This design comes from an exercise in tuning for small area and a short achievable clock period on the open sky130 flow, not from production work. The RTL was checked by simulation tests, not by an equivalence proof against the original design. Power figures rest on the tool's default switching activity, not on a simulated workload.

### flow/design.v
module seelevel_eval (
    input  wire [3:0]        op,            
    input  wire [7:0]        cur_s,         
    input  wire [96*16-1:0]  dur,           
    input  wire [6:0]        dur_count,
    input  wire [12*8-1:0]   frame,         
    input  wire [3:0]        frame_count,
    input  wire [10*8-1:0]   seg,           
    input  wire [3:0]        seg_count,
    input  wire [7:0]        cal_valid,
    input  wire [8*16-1:0]   cal_ref,       
    output reg               dec_ok,        
    output reg  [12*8-1:0]   dec_bytes,     
    output reg  [2:0]        fail_code,     
    output reg  [10*8-1:0]   seg_out,       
    output reg  [3:0]        seg_n,         
    output reg               lvl_fault,     
    output reg  [31:0]       lvl_num,
    output reg  [31:0]       lvl_den
);
    localparam [3:0] OP_READ     = 4'h1;
    localparam [3:0] OP_CAPTURE  = 4'h3;
    localparam [3:0] OP_DECODE   = 4'h4;
    localparam [3:0] OP_VALIDATE = 4'h5;
    localparam [3:0] OP_LEVEL    = 4'h6;
    localparam [2:0] RES_NO_RESPONSE = 3'd2;
    localparam [2:0] RES_PREAMBLE    = 3'd3;
    localparam [2:0] RES_CHECKSUM    = 3'd4;
    integer i, j;
    always @* begin
        dec_ok = (dur_count == 7'd96);
        for (j = 0; j < 12; j = j + 1)
            for (i = 0; i < 8; i = i + 1)
                dec_bytes[8*j + 7 - i] = (dur[16*(8*j + i) +: 16] > 16'd26);
    end
    reg [12*8-1:0] vb;         
    reg            v_len_ok;
    reg [3:0]      bs;         
    reg            scanning;
    reg [11:0]     cs_sum;
    reg [7:0]      cs;
    reg [7:0]      b1;
    always @* begin
        if (op == OP_VALIDATE) begin
            vb       = frame;
            v_len_ok = (frame_count == 4'd12);
        end else begin
            vb       = dec_bytes;
            v_len_ok = dec_ok;
        end
        bs       = 4'd1;
        scanning = 1'b1;
        for (i = 11; i >= 2; i = i - 1) begin
            if (scanning && vb[8*i +: 8] != 8'hFF) begin
                bs       = i[3:0];
                scanning = 1'b0;
            end
        end
        cs_sum = 12'd0;
        for (i = 2; i < 12; i = i + 1)
            if (i <= bs)
                cs_sum = cs_sum + {4'd0, vb[8*i +: 8]};
        cs = cs_sum[7:0] - 8'd2;
        b1 = vb[15:8];
        if (!v_len_ok)
            fail_code = RES_NO_RESPONSE;
        else if (vb[7:4] != 4'h9)
            fail_code = RES_PREAMBLE;
        else if (cs != b1)
            fail_code = RES_CHECKSUM;
        else
            fail_code = 3'd0;
        seg_n   = bs - 4'd1;
        seg_out = 80'd0;
        for (i = 0; i < 10; i = i + 1)
            if (i < seg_n)
                seg_out[8*i +: 8] = vb[8*(i+2) +: 8];
        if (seg_n >= 4'd2 && seg_out[15:8] == 8'd0)
            seg_out[7:0] = 8'd0;
    end
    reg [10*8-1:0] ls_seg;     
    reg [3:0]      n;
    reg            found;
    reg [3:0]      ls;         
    reg [7:0]      seg_ls;
    reg [11:0]     sum_all;    
    reg [11:0]     sum_above;  
    reg [3:0]      k;
    reg            cal_present;
    reg [15:0]     ref_val;
    reg [31:0]     num, den;
    always @* begin
        if (op == OP_LEVEL) begin
            ls_seg = seg;
            n      = seg_count;
        end else begin
            ls_seg = seg_out;
            n      = seg_n;
        end
        found   = 1'b0;
        ls      = 4'd0;
        sum_all = 12'd0;
        for (i = 0; i < 10; i = i + 1) begin
            if (i < n) begin
                sum_all = sum_all + {4'd0, ls_seg[8*i +: 8]};
                if (!found && ls_seg[8*i +: 8] != 8'd0) begin
                    found = 1'b1;
                    ls    = i[3:0];
                end
            end
        end
        seg_ls = ls_seg[8*ls +: 8];
        sum_above = 12'd0;
        for (i = 0; i < 10; i = i + 1)
            if (i > ls && i < n)
                sum_above = sum_above + {4'd0, ls_seg[8*i +: 8]};
        k = n - 4'd1 - ls;
        cal_present = (cur_s < 8'd8) && cal_valid[cur_s[2:0]];
        ref_val     = cal_ref[16*cur_s[2:0] +: 16];
        lvl_fault = 1'b0;
        num       = 32'd0;
        den       = 32'd1;
        if (!found) begin
            num = 32'd0;
            den = 32'd1;
        end else if (cal_present) begin
            if (ref_val == 16'd0)
                lvl_fault = 1'b1;
            else begin
                num = 32'd100 * sum_all;
                den = {16'd0, ref_val};
            end
        end else if (k == 4'd0) begin
            num = 32'd100 * seg_ls;
            den = 32'd255 * n;
        end else if (sum_above == 12'd0) begin
            lvl_fault = 1'b1;
        end else begin
            num = 32'd100 * k * (seg_ls + sum_above);
            den = sum_above * n;
            if (num > 32'd100 * den) begin
                num = 32'd100;
                den = 32'd1;
            end
        end
        lvl_num = num;
        lvl_den = den;
    end
endmodule
module seelevel (
    input  wire        clk,
    input  wire        rst,
    input  wire        rx,
    output wire        tx,
    output wire        irq,
    input  wire        bus_en,
    input  wire        bus_we,
    input  wire [11:0] bus_addr,
    input  wire [31:0] bus_wdata,
    output reg  [31:0] bus_rdata
);
    localparam [3:0] OP_NOP      = 4'h0;
    localparam [3:0] OP_READ     = 4'h1;
    localparam [3:0] OP_SELECT   = 4'h2;
    localparam [3:0] OP_CAPTURE  = 4'h3;
    localparam [3:0] OP_DECODE   = 4'h4;
    localparam [3:0] OP_VALIDATE = 4'h5;
    localparam [3:0] OP_LEVEL    = 4'h6;
    localparam [3:0] OP_CLRCNT   = 4'h7;
    localparam [2:0] PH_IDLE     = 3'd0;
    localparam [2:0] PH_SEL_OFF  = 3'd1;
    localparam [2:0] PH_SEL_ON   = 3'd2;
    localparam [2:0] PH_CAP_HIGH = 3'd3;
    localparam [2:0] PH_CAP_LOW  = 3'd4;
    localparam [2:0] PH_EVAL     = 3'd5;
    localparam [2:0] RES_NONE        = 3'd0;
    localparam [2:0] RES_OK          = 3'd1;
    localparam [2:0] RES_NO_RESPONSE = 3'd2;
    localparam [2:0] RES_PREAMBLE    = 3'd3;
    localparam [2:0] RES_CHECKSUM    = 3'd4;
    localparam [2:0] RES_LEVEL_FAULT = 3'd5;
    localparam [15:0] TIMEOUT_RST   = 16'd10000;
    localparam [15:0] SEL_OFF_RST   = 16'd0;
    localparam [15:0] SEL_ON_RST    = 16'd0;
    localparam [9:0] W_CTRL        = 10'h000;
    localparam [9:0] W_CMD         = 10'h001;
    localparam [9:0] W_STATUS      = 10'h002;
    localparam [9:0] W_TIMEOUT     = 10'h003;
    localparam [9:0] W_SEL_OFF     = 10'h004;
    localparam [9:0] W_SEL_ON      = 10'h005;
    localparam [9:0] W_LEVEL_NUM   = 10'h006;
    localparam [9:0] W_LEVEL_DEN   = 10'h007;
    localparam [9:0] W_CNT_NORESP  = 10'h008;
    localparam [9:0] W_CNT_PRE     = 10'h009;
    localparam [9:0] W_CNT_CS      = 10'h00A;
    localparam [9:0] W_DUR_COUNT   = 10'h00B;
    localparam [9:0] W_FRAME_COUNT = 10'h00C;
    localparam [9:0] W_SEG_COUNT   = 10'h00D;
    localparam [9:0] W_US_NOW      = 10'h00E;
    localparam [9:0] W_CAL0        = 10'h010;    
    localparam [9:0] W_FRAME0      = 10'h020;    
    localparam [9:0] W_SEG0        = 10'h030;    
    localparam [9:0] W_DUR0        = 10'h040;    
    reg         ctrl_to_en, ctrl_ie, ctrl_tx;
    reg         st_done, st_ign;
    reg  [2:0]  st_result;
    reg  [2:0]  phase;
    reg         sync1, sync2;
    reg  [31:0] us;
    reg  [15:0] timeout_us, sel_off_us, sel_on_us;
    reg  [31:0] level_num, level_den;
    reg  [31:0] cnt_noresp, cnt_pre, cnt_cs;
    reg  [6:0]  dur_count;
    reg  [3:0]  frame_count, seg_count;
    reg  [7:0]      cal_valid;
    reg  [8*16-1:0] cal_ref;
    reg  [12*8-1:0] frame_q;
    reg  [10*8-1:0] seg_q;
    reg  [96*16-1:0] dur_q;
    reg  [31:0] t_start, t_fall;
    reg  [8:0]  sel_remain;
    reg  [3:0]  cur_op;
    reg  [7:0]  cur_s;
    wire        busy = (phase != PH_IDLE);
    wire        rx_s = sync2;
    assign tx  = ctrl_tx;
    assign irq = st_done & ctrl_ie;
    wire [9:0] w      = bus_addr[11:2];
    wire       wr     = bus_en & bus_we;
    wire is_cal   = (w >= W_CAL0)   && (w < W_CAL0 + 10'd8);
    wire is_frame = (w >= W_FRAME0) && (w < W_FRAME0 + 10'd12);
    wire is_seg   = (w >= W_SEG0)   && (w < W_SEG0 + 10'd10);
    wire is_dur   = (w >= W_DUR0)   && (w < W_DUR0 + 10'd96);
    wire [2:0] cal_idx   = w[2:0];
    wire [3:0] frame_idx = w - W_FRAME0;
    wire [3:0] seg_idx   = w - W_SEG0;
    wire [6:0] dur_idx   = w - W_DUR0;
    wire is_rw_idle = (w == W_CTRL) || (w == W_TIMEOUT) || (w == W_SEL_OFF) ||
                      (w == W_SEL_ON) || (w == W_DUR_COUNT) ||
                      (w == W_FRAME_COUNT) || (w == W_SEG_COUNT) ||
                      is_cal || is_frame || is_seg || is_dur;
    wire hw     = wr && !busy;
    wire       cmd_wr  = wr && (w == W_CMD);
    wire [3:0] cmd_op  = bus_wdata[3:0];
    wire [7:0] cmd_s   = bus_wdata[15:8];
    wire       cmd_reserved = cmd_wr && cmd_op[3];
    wire       cmd_busy_ign = cmd_wr && !cmd_op[3] && (cmd_op != OP_NOP) && busy;
    wire       cmd_clrcnt   = cmd_wr && (cmd_op == OP_CLRCNT) && !busy;
    wire       cmd_start    = cmd_wr && !busy && (cmd_op != OP_NOP) &&
                              (cmd_op != OP_CLRCNT) && !cmd_op[3];
    wire       set_ign = cmd_reserved || cmd_busy_ign || (wr && busy && is_rw_idle);
    wire [31:0] status_word = {14'd0, ctrl_tx, rx_s, 5'd0, phase, 1'b0,
                               st_result, 1'b0, st_ign, st_done, busy};
    always @* begin
        bus_rdata = 32'd0;
        case (w)
            W_CTRL:        bus_rdata = {29'd0, ctrl_tx, ctrl_ie, ctrl_to_en};
            W_STATUS:      bus_rdata = status_word;
            W_TIMEOUT:     bus_rdata = {16'd0, timeout_us};
            W_SEL_OFF:     bus_rdata = {16'd0, sel_off_us};
            W_SEL_ON:      bus_rdata = {16'd0, sel_on_us};
            W_LEVEL_NUM:   bus_rdata = level_num;
            W_LEVEL_DEN:   bus_rdata = level_den;
            W_CNT_NORESP:  bus_rdata = cnt_noresp;
            W_CNT_PRE:     bus_rdata = cnt_pre;
            W_CNT_CS:      bus_rdata = cnt_cs;
            W_DUR_COUNT:   bus_rdata = {25'd0, dur_count};
            W_FRAME_COUNT: bus_rdata = {28'd0, frame_count};
            W_SEG_COUNT:   bus_rdata = {28'd0, seg_count};
            W_US_NOW:      bus_rdata = us;
            default: begin
                if (is_cal)
                    bus_rdata = {cal_valid[cal_idx], 15'd0, cal_ref[16*cal_idx +: 16]};
                else if (is_frame)
                    bus_rdata = {24'd0, frame_q[8*frame_idx +: 8]};
                else if (is_seg)
                    bus_rdata = {24'd0, seg_q[8*seg_idx +: 8]};
                else if (is_dur)
                    bus_rdata = {16'd0, dur_q[16*dur_idx +: 16]};
            end
        endcase
    end
    wire            ev_dec_ok;
    wire [12*8-1:0] ev_dec_bytes;
    wire [2:0]      ev_fail;
    wire [10*8-1:0] ev_seg;
    wire [3:0]      ev_seg_n;
    wire            ev_lvl_fault;
    wire [31:0]     ev_num, ev_den;
    seelevel_eval u_eval (
        .op          (cur_op),
        .cur_s       (cur_s),
        .dur         (dur_q),
        .dur_count   (dur_count),
        .frame       (frame_q),
        .frame_count (frame_count),
        .seg         (seg_q),
        .seg_count   (seg_count),
        .cal_valid   (cal_valid),
        .cal_ref     (cal_ref),
        .dec_ok      (ev_dec_ok),
        .dec_bytes   (ev_dec_bytes),
        .fail_code   (ev_fail),
        .seg_out     (ev_seg),
        .seg_n       (ev_seg_n),
        .lvl_fault   (ev_lvl_fault),
        .lvl_num     (ev_num),
        .lvl_den     (ev_den)
    );
    wire [31:0] el_start = us - t_start;      
    wire [31:0] el_fall  = us - t_fall;       
    wire [15:0] dur_meas = (el_fall > 32'd65535) ? 16'hFFFF : el_fall[15:0];
    wire frame_op = (cur_op == OP_READ) || (cur_op == OP_CAPTURE) ||
                    (cur_op == OP_DECODE);
    integer i;
    always @(posedge clk) begin
        if (rst) begin
            ctrl_to_en  <= 1'b1;
            ctrl_ie     <= 1'b0;
            ctrl_tx     <= 1'b0;
            st_done     <= 1'b0;
            st_ign      <= 1'b0;
            st_result   <= RES_NONE;
            phase       <= PH_IDLE;
            sync1       <= 1'b1;
            sync2       <= 1'b1;
            us          <= 32'd0;
            timeout_us  <= TIMEOUT_RST;
            sel_off_us  <= SEL_OFF_RST;
            sel_on_us   <= SEL_ON_RST;
            level_num   <= 32'hFFFFFFFF;
            level_den   <= 32'd1;
            cnt_noresp  <= 32'd0;
            cnt_pre     <= 32'd0;
            cnt_cs      <= 32'd0;
            dur_count   <= 7'd0;
            frame_count <= 4'd0;
            seg_count   <= 4'd0;
            cal_valid   <= 8'd0;
            cal_ref     <= {8*16{1'b0}};
            frame_q     <= {12*8{1'b0}};
            seg_q       <= {10*8{1'b0}};
            dur_q       <= {96*16{1'b0}};
            t_start     <= 32'd0;
            t_fall      <= 32'd0;
            sel_remain  <= 9'd0;
            cur_op      <= 4'd0;
            cur_s       <= 8'd0;
        end else begin
            sync1 <= rx;
            sync2 <= sync1;
            us    <= us + 32'd1;
            if (wr && w == W_STATUS) begin
                if (bus_wdata[1]) st_done <= 1'b0;
                if (bus_wdata[2]) st_ign  <= 1'b0;
            end
            if (set_ign)
                st_ign <= 1'b1;
            if (hw) begin
                case (w)
                    W_CTRL: begin
                        ctrl_to_en <= bus_wdata[0];
                        ctrl_ie    <= bus_wdata[1];
                        ctrl_tx    <= bus_wdata[2];
                    end
                    W_TIMEOUT:     timeout_us  <= bus_wdata[15:0];
                    W_SEL_OFF:     sel_off_us  <= bus_wdata[15:0];
                    W_SEL_ON:      sel_on_us   <= bus_wdata[15:0];
                    W_DUR_COUNT:   dur_count   <= bus_wdata[6:0];
                    W_FRAME_COUNT: frame_count <= bus_wdata[3:0];
                    W_SEG_COUNT:   seg_count   <= (bus_wdata[3:0] > 4'd10) ? 4'd10 : bus_wdata[3:0];
                    default: begin
                        if (is_cal) begin
                            cal_valid[cal_idx]        <= bus_wdata[31];
                            cal_ref[16*cal_idx +: 16] <= bus_wdata[15:0];
                        end
                        if (is_frame)
                            frame_q[8*frame_idx +: 8] <= bus_wdata[7:0];
                        if (is_seg)
                            seg_q[8*seg_idx +: 8] <= bus_wdata[7:0];
                        if (is_dur)
                            dur_q[16*dur_idx +: 16] <= bus_wdata[15:0];
                    end
                endcase
            end
            if (cmd_clrcnt) begin
                cnt_noresp <= 32'd0;
                cnt_pre    <= 32'd0;
                cnt_cs     <= 32'd0;
            end
            if (cmd_start) begin
                st_done <= 1'b0;
                cur_op  <= cmd_op;
                cur_s   <= cmd_s;
                case (cmd_op)
                    OP_READ, OP_SELECT: begin
                        sel_remain <= {1'b0, cmd_s} + 9'd1;
                        ctrl_tx    <= 1'b0;
                        t_start    <= us;
                        phase      <= PH_SEL_OFF;
                    end
                    OP_CAPTURE: begin
                        dur_count <= 7'd0;
                        t_start   <= us;
                        phase     <= PH_CAP_HIGH;
                    end
                    default:
                        phase <= PH_EVAL;
                endcase
            end
            case (phase)
                PH_SEL_OFF: begin
                    if (el_start >= {16'd0, sel_off_us}) begin
                        ctrl_tx <= 1'b1;
                        t_start <= us;
                        phase   <= PH_SEL_ON;
                    end
                end
                PH_SEL_ON: begin
                    if (el_start >= {16'd0, sel_on_us}) begin
                        if (sel_remain > 9'd1) begin
                            sel_remain <= sel_remain - 9'd1;
                            ctrl_tx    <= 1'b0;
                            t_start    <= us;
                            phase      <= PH_SEL_OFF;
                        end else begin
                            sel_remain <= 9'd0;
                            if (cur_op == OP_READ) begin
                                dur_count <= 7'd0;
                                t_start   <= us;
                                phase     <= PH_CAP_HIGH;
                            end else begin
                                st_result <= RES_NONE;
                                st_done   <= 1'b1;
                                phase     <= PH_IDLE;
                            end
                        end
                    end
                end
                PH_CAP_HIGH: begin
                    if (!rx_s) begin
                        t_fall <= us;
                        phase  <= PH_CAP_LOW;
                    end else if (ctrl_to_en && el_start >= {16'd0, timeout_us}) begin
                        phase <= PH_EVAL;
                    end
                end
                PH_CAP_LOW: begin
                    if (rx_s) begin
                        dur_q[16*dur_count +: 16] <= dur_meas;
                        dur_count <= dur_count + 7'd1;
                        if (dur_count == 7'd95) begin
                            phase <= PH_EVAL;
                        end else begin
                            t_start <= us;
                            phase   <= PH_CAP_HIGH;
                        end
                    end else if (ctrl_to_en && el_fall >= {16'd0, timeout_us}) begin
                        phase <= PH_EVAL;
                    end
                end
                PH_EVAL: begin
                    if (frame_op) begin
                        if (ev_dec_ok) begin
                            frame_q     <= ev_dec_bytes;
                            frame_count <= 4'd12;
                        end else begin
                            frame_count <= 4'd0;
                        end
                    end
                    if (cur_op != OP_LEVEL && ev_fail != 3'd0) begin
                        seg_count <= 4'd0;
                        st_result <= ev_fail;
                        level_num <= 32'hFFFFFFFF;
                        level_den <= 32'd1;
                        case (ev_fail)
                            RES_NO_RESPONSE:
                                if (cnt_noresp != 32'hFFFFFFFF) cnt_noresp <= cnt_noresp + 32'd1;
                            RES_PREAMBLE:
                                if (cnt_pre != 32'hFFFFFFFF) cnt_pre <= cnt_pre + 32'd1;
                            default:
                                if (cnt_cs != 32'hFFFFFFFF) cnt_cs <= cnt_cs + 32'd1;
                        endcase
                    end else begin
                        if (cur_op != OP_LEVEL) begin
                            for (i = 0; i < 10; i = i + 1)
                                if (i < ev_seg_n)
                                    seg_q[8*i +: 8] <= ev_seg[8*i +: 8];
                            seg_count <= ev_seg_n;
                        end
                        if (ev_lvl_fault) begin
                            st_result <= RES_LEVEL_FAULT;
                            level_num <= 32'hFFFFFFFF;
                            level_den <= 32'd1;
                        end else begin
                            st_result <= RES_OK;
                            level_num <= ev_num;
                            level_den <= ev_den;
                        end
                    end
                    st_done <= 1'b1;
                    phase   <= PH_IDLE;
                end
                default: ;
            endcase
        end
    end
endmodule
### flow/run.sh
#!/bin/bash
# synth_recipe.tcl (not shown) runs the flow's synth.tcl, then flattens the netlist and writes it again
# the make line also repeats each setting of config.mk as NAME=value (left out here)
make -C /OpenROAD-flow-scripts/flow DESIGN_CONFIG=/design/flow/config.mk WORK_HOME=/design/flow/orfs CLKGATE_MAP_FILE= SYNTH_SCRIPT=/design/flow/synth_recipe.tcl finish
### flow/config.mk
export PLATFORM = sky130hd
export DESIGN_NAME = seelevel
export DESIGN_NICKNAME = seelevel
export VERILOG_FILES = /design/flow/design.v
export SDC_FILE = /design/flow/constraint.sdc
export NUM_CORES = 4
export LEC_CHECK = 0
export CAP_MARGIN = 20
export CORE_MARGIN = 2
export CORE_UTILIZATION = 40
export SLEW_MARGIN = 20
### flow/constraint.sdc
create_clock -name core_clock -period 30.0 [get_ports {clk}]
set_input_delay 6.0000 -clock core_clock [delete_from_list [all_inputs] [get_ports {clk}]]
set_output_delay 6.0000 -clock core_clock [all_outputs]
set_load 0.01 [all_outputs]
==> out/results.ini <==
[global_routing]
grt_pass1_wl_um=857000
first_global_vias=122000
use_met2_pct=45.5
antenna_found_initial=46
grt_max_degree=221
use_met1_pct=40.3
met3_usage_pct=6.82
top_usage_layer=met2
track_usage_pct=30.3
gr-total-overflow=0

[worst_setup_path]
crit_slowest_cell=a21oi_1
reg2reg_depth=96
crit_fanout=118
reg2reg_setup_slack_ns=3.12
critPathLaunchType=flop
cp_common_cell=ha_1
required_ns=30.87
arrival_ns=27.75
r2r_start=cur_op[0]$_SDFFE_PP0P_
slowest_delay_ns=0.90
criticalPathCategory=flop to flop
setup.worst_path.start=cur_op[0]$_SDFFE_PP0P_
end_kind=flop
r2r_end=level_num[21]$_SDFFE_PP1P_

[detailed_routing]
antenna_left=0
drt-wirelength-per-cell_um=28.2
drt_iter0_markers=16800
drtPass1Iterations=8
drt-total-wl_um=591000
vias_per_cell=6.34
drc=0
dr_total_vias=133000

[cts]
cts_max_level=5
post_cts_resized=0
clk_latency_ns=0.96
clk_path_buf_depth=4
clk_pin_slew_worst_paths_ns=0.06
root_buffer=clkbuf_16
cts_sinks=2178
cts_tree=done
holdBufCountCts=0
post_cts.repair.setup_buffers=0
cts_buffers=264

[synthesis]
syn-mean-instance-area_um2=8.95
synth_cells=16500
synth_top_area_share_pct=29.5
synth_edf_count=0
synth_area_leader_cell=dfxtp_1
yosysWarnings=2
synth_nets=17300
synth-seq-area-share_pct=29.5
postSynth.asyncResetShare_pct=0
synthesis.area_mm2=0.148
synth.area.top_cells=dfxtp_1, mux2_2, a211oi_1, mux4_2, nor2_1
ys_types=105
ys.flop_type=dfxtp_1
ys_ff_latch=2178

[floorplan]
die_w_um=612
start_util_pct=40.1
fp.dieH_um=612
core_mm2=0.369
ios=83
rows=223
dieArea_mm2=0.375

[timing]
max_freq_ghz=0.0372
slew_viol_final=0
clock_skew_ns=0.0834
slew-limit-headroom_pct=8.28
finalHoldViolCount=0
final.setup.tns_ns=0
fin_crit_ns=26.88
setup-violations-final=0
rsz0062_at_grt=false
worstMarginPinSlew_ns=1.37
setup_slack_ns=3.12
min_period_over_period_pct=89.6

[pwr]
total_power_uw=7310
p_leak_uw=0.0613
ir_worst_vdd_mv=0.0641
cellPowerDensity_mw_per_mm2=45.1

[place]
gp_congestion=1.01
io_buffers=65
preCtsSetupSlack_ns=3.69
dp_hpwl_um=414000
placed_area_mm2=0.153

[min_path]
hold_end=sync2$_SDFF_PP1_
hp-start=sync1$_SDFF_PP1_
hp-class=flop to flop
min_path_cells=1

[layout]
nets=16600
fin_area_mm2=0.162
syn_to_final_growth_pct=9.54
final_layout_size_suffix_gt1_share_pct=20.6

[outcome]
outcome=no timing/DRC/antenna violations

[flow_run]
drv_cap=0

-- layer usage --
metal	routed length, um	vias to the layer above
li1	-	59500
met1	241000	65200
met2	253000	6870
met3	60100	1369
met4	37000	36
met5	339	-
-- how the worst max path moves through the flow --
| stage | end | slack (ns) | cells past startpoint |
|---|---|---|---|
| final | level_num[21]$_SDFFE_PP1P_ | 3.12 | 96 |
| after detailed placement | level_num[21]$_SDFFE_PP1P_ | 3.69 | 97 |
| after CTS | level_num[19]$_SDFFE_PP1P_ | 3.58 | 99 |
| after global routing | level_num[21]$_SDFFE_PP1P_ | 1.42 | 96 |
| after global placement | level_num[22]$_SDFFE_PP1P_ | 3.87 | 97 |
| after floorplan | level_den[11]$_SDFFE_PP0P_ | 8.29 | 105 |
-- flip-flops by register name (all words and copies together) (netlist names), 9 cells and up --
signal,count
dur_q,1536
cal_ref,128
frame_q,96
seg_q,80
cnt_cs,32
cnt_noresp,32
cnt_pre,32
t_fall,32
t_start,32
us,32
level_num,25
level_den,16
sel_off_us,16
sel_on_us,16
timeout_us,16
sel_remain,9
-- worst max-delay path, delay by kind of cell (launching register included) --
family,cells,cell delay (ns)
mux,4,0.99
fa+ha+maj,17,6.77
flops,1,0.53
compound gates,34,8.12
xor+xnor,10,2.96
simple gates,19,5.08
buf+inv,12,2.07
-- cell usage in the layout (no fill, tap or decap), drive strengths merged, types with 61 or more instances in the layout --
master	count
a211oi	1772
a21o	150
a21oi	615
a22oi	210
and2	95
and3	98
buf	425
clkbuf	378
clkinv	61
dfxtp	2178
fa	156
ha	598
inv	597
mux2	1600
mux2i	328
mux4	587
nand2	1003
nand2b	75
nand3	224
nand4	70
nor2	2427
nor2b	107
nor3	276
nor4	289
o21ai	350
o21bai	108
o22ai	92
xnor2	236
xor2	118
-- where the power goes --
part / switching (uW) / internal, uW
logic: 823 / 253
registers: 7.09 / 2900
clock network: 1400 / 1930
total: 2230 / 5080
-- Yosys cell counts (all sizes together) (150+ instances only) --
library cell  number
a21oi            615
nor2            2427
a211oi          1772
nor4             289
nand3            224
fa               156
nand2           1003
nor3             276
a21o             150
xnor2            236
buf              173
mux2            1600
ha               598
o21ai            350
clkbuf          1291
mux4             587
inv              582
mux2i            328
dfxtp           2178
a22oi            210
-- final cells by class --
type | instances | area, um^2
Timing Repair Buffer | 467 | 3840
Fill cell | 35700 | 207000
Inverter | 586 | 2210
Clock inverter | 93 | 1140
Sequential cell | 2178 | 43600
Clock buffer | 378 | 7640
Antenna cell | 27 | 67.6
Multi-Input combinational cell | 12300 | 97300
Tap cell | 4950 | 6190
-- cell families (layout without fill, tap and decap cells) --
group,Yosys count,after routing,synth area share [%]
XOR/XNOR,354,354,2.11
adder cells (fa/ha/maj),755,755,7.18
AND/OR/NAND/NOR,4841,4841,14.4
other,0,27,0
multiplexers,2515,2515,23.4
buffers and inverters,2050,1524,5.26
AO/OA/AOI/OAI,3832,3832,18.2
flip-flops,2178,2178,29.5
-- stage by stage --
stage | util [%] | hold WS (ns) | std cells
after detailed placement | 41.5 | 0.409 | 20500
after global placement | 41.5 | 0.399 | 20500
after CTS | 43.9 | 0.417 | 20900
final | 43.9 | 0.414 | 21000
after floorplan | - | 0.389 | 16500
after global routing | 43.9 | 0.422 | 21000

## re-timing with driven ports
The flow's constraints put no driver on any port. The routed layout listed below was extracted and timed again, unchanged, in two steps.
Step 1 assumes that a clkbuf_16 drives the clock port and a buf_2 every other input.
Step 2, shift: input delay + t, output delay - t, t = (earliest + latest rising clock arrival at the registers) / 2. This alone moves slack from input paths to output paths.
a / b / c = ideal / step 1 / step 2; a / b = the first two.
t, ns: 1.034
setup WS [ns]: 3.122 / 3.122 / 3.122
hold slack, ns: 0.414 / 0.414 / 0.414
worst data-port slew with drivers (ns): 0.23
pins driven straight from the clock port: 1
After both steps this run still meets setup and hold. For this run, drivers alone change the setup slack by 0.000 ns; drivers and shift together by 0.000 ns.
